What follows belongs to an exercise in optimizing a design on an open flow for small area; a production flow would make more cautious choices.
Function was checked by simulation only, so behaviour that the tests miss may differ from the original.
Power and IR drop assume default switching activity.

==> build 44 <==
// ws5_fdc
module ws5_fdc (
    input  wire        clk,
    input  wire        rst,
    input  wire        in_valid,
    input  wire [7:0]  in_byte,
    output wire        in_ready,
    input  wire        bus_req,
    input  wire        bus_we,
    input  wire [8:0]  bus_addr,
    input  wire [1:0]  bus_size,
    input  wire [31:0] bus_wdata,
    output wire [31:0] bus_rdata,
    output wire        bus_err,
    output wire        irq
);
clock: 10.0 ns
lec_check: 0
cap_margin: 20
core_margin: 2
core_utilization: 60
place_density: 0.75
slew_margin: 20
synth_hierarchical: 1
synth_minimum_keep_size: 0
standard.sh (not shown) runs the stock make flow with config.mk's settings and CLKGATE_MAP_FILE= SYNTH_SCRIPT=/design/flow/synth_recipe.tcl, a recipe that flattens the netlist after the stock synthesis.
==> flow/flow/run.sh <==
#!/bin/bash
# The standard layout (standard.sh), with these changes:
#  - after the standard synthesis, every combinational cell gets the smallest
#    drive strength of its family (flow/downsize.py); placement's repair_design
#    then resizes or buffers where a net needs more drive;
#  - ports are buffered with sky130_fd_sc_hd__buf_1 (every port still gets its
#    own buffer);
#  - the clock tree is built from clkbuf_8 cells in clusters of up to 16 sinks,
#    without dummy loads.
# Each step's output goes to its own log here; ORFS keeps each tool's log under
# orfs/logs/.
set -euo pipefail
R=orfs/results/sky130hd/ws5_fdc/base
LIB="$FLOW_HOME/platforms/sky130hd/lib/sky130_fd_sc_hd__tt_025C_1v80.lib"
bash standard.sh synth > make_synth.log 2>&1
python3 flow/downsize.py "$LIB" "$R/1_2_yosys.v" > downsize.log 2>&1
rm -f "$R/1_synth.odb" "$R/1_synth.sdc"
bash standard.sh \
  "BUFFER_PORTS_ARGS=-buffer_cell sky130_fd_sc_hd__buf_1" \
  "CTS_ARGS=-sink_clustering_enable -repair_clock_nets -dont_use_dummy_load -buf_list sky130_fd_sc_hd__clkbuf_8 -sink_clustering_size 16 -sink_clustering_max_diameter 80" \
  finish > make_finish.log 2>&1
Other scripts of this flow, unchanged in this note and not shown: flow/flow/downsize.py
==> build 48 (differences from build 44) <==
--- a/flow/design.v
+++ b/flow/design.v
@@ -50,17 +50,17 @@
         .rd_en(rd_en), .word(word), .pend(pend_q), .hdr7(hdr7_q),
         .s0(s0), .s1p(s1p), .s1n(s1n), .s1f(s1f), .s3(s3), .s4(s4), .s5(s5), .s8(s8),
         .f8(f8), .f9(f9), .f10(f10), .f11(f11), .f12(f12), .f13(f13), .f14(f14), .f15(f15),
         .f16(f16), .f17(f17), .f18(f18), .f19(f19), .f20(f20), .f21(f21),
         .hi(hi), .fen(fen));
     wire [7:6] frame_hi;
     wire [65:0] frame_low;
     ws5_fdc_frd u_frd (.en(fen), .k(word[4:0]), .cnt(cnt_q), .hdr7(hdr7_q),
-                       .m0(pend_q && !hdr7_q), .x0n(!(f13 | f15)), .x1n(!(f12 | f14 | f18)), .x2n(!f11),
+                       .x0n(!(f13 | f15)), .x1n(!(f12 | f14 | f18)), .x2n(!f11),
                        .sh(sh_q), .ql(frame_low), .q(frame_hi));
     wire [7:6] frame_val = {frame_hi[7], frame_hi[6] ^ (f14 | f15)};
     wire cnt_nz = cnt_q != 6'd0;
     ws5_fdc_rdmux u_rd (
         .s0(s0), .s1p(s1p), .s1n(s1n), .s1f(s1f), .s3(s3), .s4(s4), .s5(s5), .s8(s8),
         .f8(f8), .f9(f9), .f10(f10), .f11(f11), .f12(f12), .f13(f13), .f14(f14), .f15(f15),
         .f16(f16), .f17(f17), .f18(f18), .f19(f19), .f20(f20), .f21(f21),
         .hi(hi), .w(word[2:0]),
@@ -99,17 +99,16 @@
         ie_q     <= ie_d;
     end
 endmodule
 module ws5_fdc_frd (
     input  wire         en,
     input  wire [4:0]   k,
     input  wire [5:0]   cnt,
     input  wire         hdr7,
-    input  wire         m0,                  
     input  wire         x0n, x1n, x2n,       
     input  wire [223:0] sh,
     output wire [65:0]  ql,      
     output wire [7:6]   q
 );
     wire [4:0] pos;
     wire [5:1] c;
     assign pos[0] = ~(cnt[0] ^ k[0]);
@@ -125,19 +124,18 @@
     genvar p, b;
     generate
         for (p = 0; p < 4; p = p + 1) begin : g_pl
             assign pl_n[p] = !(pos[1:0] == p);
         end
         for (p = 0; p < 8; p = p + 1) begin : g_ph
             assign ph_n[p] = !(vis && (pos[4:2] == p));
         end
-        ws5_fdc_oai31 u_sel0 (.a(pl_n[0]), .b(ph_n[0]), .c(m0), .d(x0n), .y(sel[0]));
-        for (p = 1; p < 3; p = p + 1) begin : g_selx
-            ws5_fdc_oai21 u_sel (.a(pl_n[p % 4]), .b(ph_n[p / 4]), .c(p == 1 ? x1n : x2n),
+        for (p = 0; p < 3; p = p + 1) begin : g_selx
+            ws5_fdc_oai21 u_sel (.a(pl_n[p % 4]), .b(ph_n[p / 4]), .c(p == 0 ? x0n : p == 1 ? x1n : x2n),
                                  .y(sel[p]));
         end
         for (p = 3; p < 32; p = p + 1) begin : g_sel
             ws5_fdc_nor2 u_sel (.a(pl_n[p % 4]), .b(ph_n[p / 4]), .y(sel[p]));
         end
         for (b = 0; b < 7; b = b + 1) begin : g_bit
             wire [31:0] col;
             wire [10:0] n;
@@ -171,19 +169,16 @@
 endmodule
 module ws5_fdc_nor3 (input wire a, b, c, output wire y);
     assign y = ~(a | b | c);
 endmodule
 module ws5_fdc_fa (input wire a, b, ci, output wire s, co);
     assign s  = a ^ b ^ ci;
     assign co = (a & b) | (ci & (a ^ b));
 endmodule
-module ws5_fdc_oai31 (input wire a, b, c, d, output wire y);
-    assign y = ~((a | b | c) & d);
-endmodule
 module ws5_fdc_oai21 (input wire a, b, c, output wire y);
     assign y = ~((a | b) & c);
 endmodule
 module ws5_fdc_nand2 (input wire a, b, output wire y);
     assign y = ~(a & b);
 endmodule
 module ws5_fdc_nor2 (input wire a, b, output wire y);
     assign y = ~(a | b);
@@ -334,17 +329,17 @@
     assign push    = in_valid && !pend && !rst;
     wire   cnt_z   = (cnt == 6'd0);
     wire   restart = srst || in_byte[7] || cnt[5];           
     wire   at0     = restart || cnt_z;
     wire [5:0] cnt_inc = cnt + 6'd1;
     assign hdr7_p  = at0 ? in_byte[7] : hdr7;
     wire   bin_done = !restart && hdr7 && (cnt[4:0] == 5'd8);
     wire   asc_done = (in_byte == 8'h0D) && (at0 || !hdr7);
-    assign sh_in   = in_byte[6:0];
+    assign sh_in   = asc_done ? 7'h00 : in_byte[6:0];
     wire   clr     = srst || ack;
     assign cnt_d    = rst ? 6'd0 : push ? (restart ? 6'd1 : cnt_inc) : clr ? 6'd0 : cnt;
     assign pend_d   = rst ? 1'b0 : push ? (bin_done || asc_done) : clr ? 1'b0 : pend;
     assign ev_ovf_d = !rst && ((push && !in_byte[7] && !srst && cnt[5]) ||
                                (ev_ovf && !srst && !(wr_ev && wdata[0])));
     assign ev_rsy_d = !rst && ((push && in_byte[7] && !srst && !cnt_z) ||
                                (ev_rsy && !srst && !(wr_ev && wdata[1])));
     assign ie_d     = rst ? 3'b000 : wr_ie ? wdata : ie;
==> flow/flow/run.sh (replaced) <==
#!/bin/bash
# The standard layout (standard.sh), with these changes:
#  - after the standard synthesis, every combinational cell gets the smallest
#    drive strength of its family (flow/downsize.py); placement's repair_design
#    then resizes or buffers where a net needs more drive;
#  - ports are buffered with sky130_fd_sc_hd__buf_1 (every port still gets its
#    own buffer);
#  - the clock tree is built from clkbuf_4 cells in clusters of up to 10 sinks,
#    without dummy loads.
# Each step's output goes to its own log here; ORFS keeps each tool's log under
# orfs/logs/.
set -euo pipefail
R=orfs/results/sky130hd/ws5_fdc/base
LIB="$FLOW_HOME/platforms/sky130hd/lib/sky130_fd_sc_hd__tt_025C_1v80.lib"
bash standard.sh synth > make_synth.log 2>&1
python3 flow/downsize.py "$LIB" "$R/1_2_yosys.v" > downsize.log 2>&1
rm -f "$R/1_synth.odb" "$R/1_synth.sdc"
bash standard.sh \
  "BUFFER_PORTS_ARGS=-buffer_cell sky130_fd_sc_hd__buf_1" \
  "CTS_ARGS=-sink_clustering_enable -repair_clock_nets -dont_use_dummy_load -buf_list sky130_fd_sc_hd__clkbuf_4 -sink_clustering_size 10 -sink_clustering_max_diameter 60" \
  finish > make_finish.log 2>&1
Settings changed: CAP_MARGIN 20 to 5, GPL_TIMING_DRIVEN set to 0, SLEW_MARGIN 20 to 5.
==> notes.md <==
In build 44 the combinational power is higher than in build 48, by about 2%. Of build 44 and build 48, build 48 has the higher hold slack (gap 0.012 ns). Against build 48, the cell area of build 44 is lower by 1.8%. In build 48 the clock power is lower than in build 44, by 9.1%. Between build 44 and build 48, the lower die area is in build 44 (gap about 0.34%, measured against build 48). Between build 44 and build 48, the lower wire length is in build 44 (gap 0.95%, measured against build 48). Against build 48, the critical path depth of build 44 is lower by 3. In build 48 the worst setup slack is worse than in build 44, by 0.44 ns.
==> figures <==
metric	build 48	build 44
Final std cells w/o fill	1,099	1,067
Layout cell share with drive strength beyond 1	0.0630	0.0463
Sw frac	0.230	0.228
Ratio of layout area to synthesized area	1.097x	1.081x
Final standard cell area without fillers	0.0117 mm2	0.0115 mm2
Result of the run	timing/DRC/antenna clean	timing/DRC/antenna clean
DP Wirelength	22,900 um	22,500 um
Leakage power	3.90 nW	3.76 nW
Clock latency on the worst-skew pair	0.67 ns	0.54 ns
Die boundary width	137 um	137 um
Initial Utilization	0.615	0.613
Overall die height	137 um	137 um
Via-to-Cell Ratio	7.52	7.60
Worst hold path endpoint	sh_q[152]$_DFFE_PP_	sh_q[154]$_DFFE_PP_
Stages on worst setup path	17	14
Fin util	0.675	0.663
Part of the cycle the worst path needs	0.938	0.895
Standard cell area after detailed placement	0.0115 mm2	0.0112 mm2

-- static timing again, ports no longer ideal --
Ports are ideal in the flow. The routed layouts listed here were re-timed in OpenROAD.
Step 1 (the two cells are an assumption about what drives the block):
set clk [get_ports {clk}]
set_driving_cell -lib_cell sky130_fd_sc_hd__clkbuf_16 $clk
set_driving_cell -lib_cell sky130_fd_sc_hd__buf_2 [delete_from_list [all_inputs] $clk]
Step 2 adds t to the input delays and takes it off the output delays; t is the mean of the earliest and latest rising clock arrival at the registers after step 1. Input paths then give back, and output paths get back, about the clock's delay inside the block.
Three values: no drivers, after step 1, after step 2; two values: the first two.
run | t, ns | setup slack, ns | worst register clock-pin slew, ns | worst data-port slew with drivers (ns) | pins driven straight from the clock port
build 44 | 0.561 | 1.055 / 1.030 / 1.030 | 0.10 / 0.10 | 0.04 | 1
build 48 | 0.686 | 0.619 / 0.595 / 0.595 | 0.12 / 0.12 | 0.04 | 1
After both steps setup and hold are still met in every run listed. The setup slack of build 44, which loses most, moves by -0.025 ns with the drivers and by -0.025 ns with both steps.
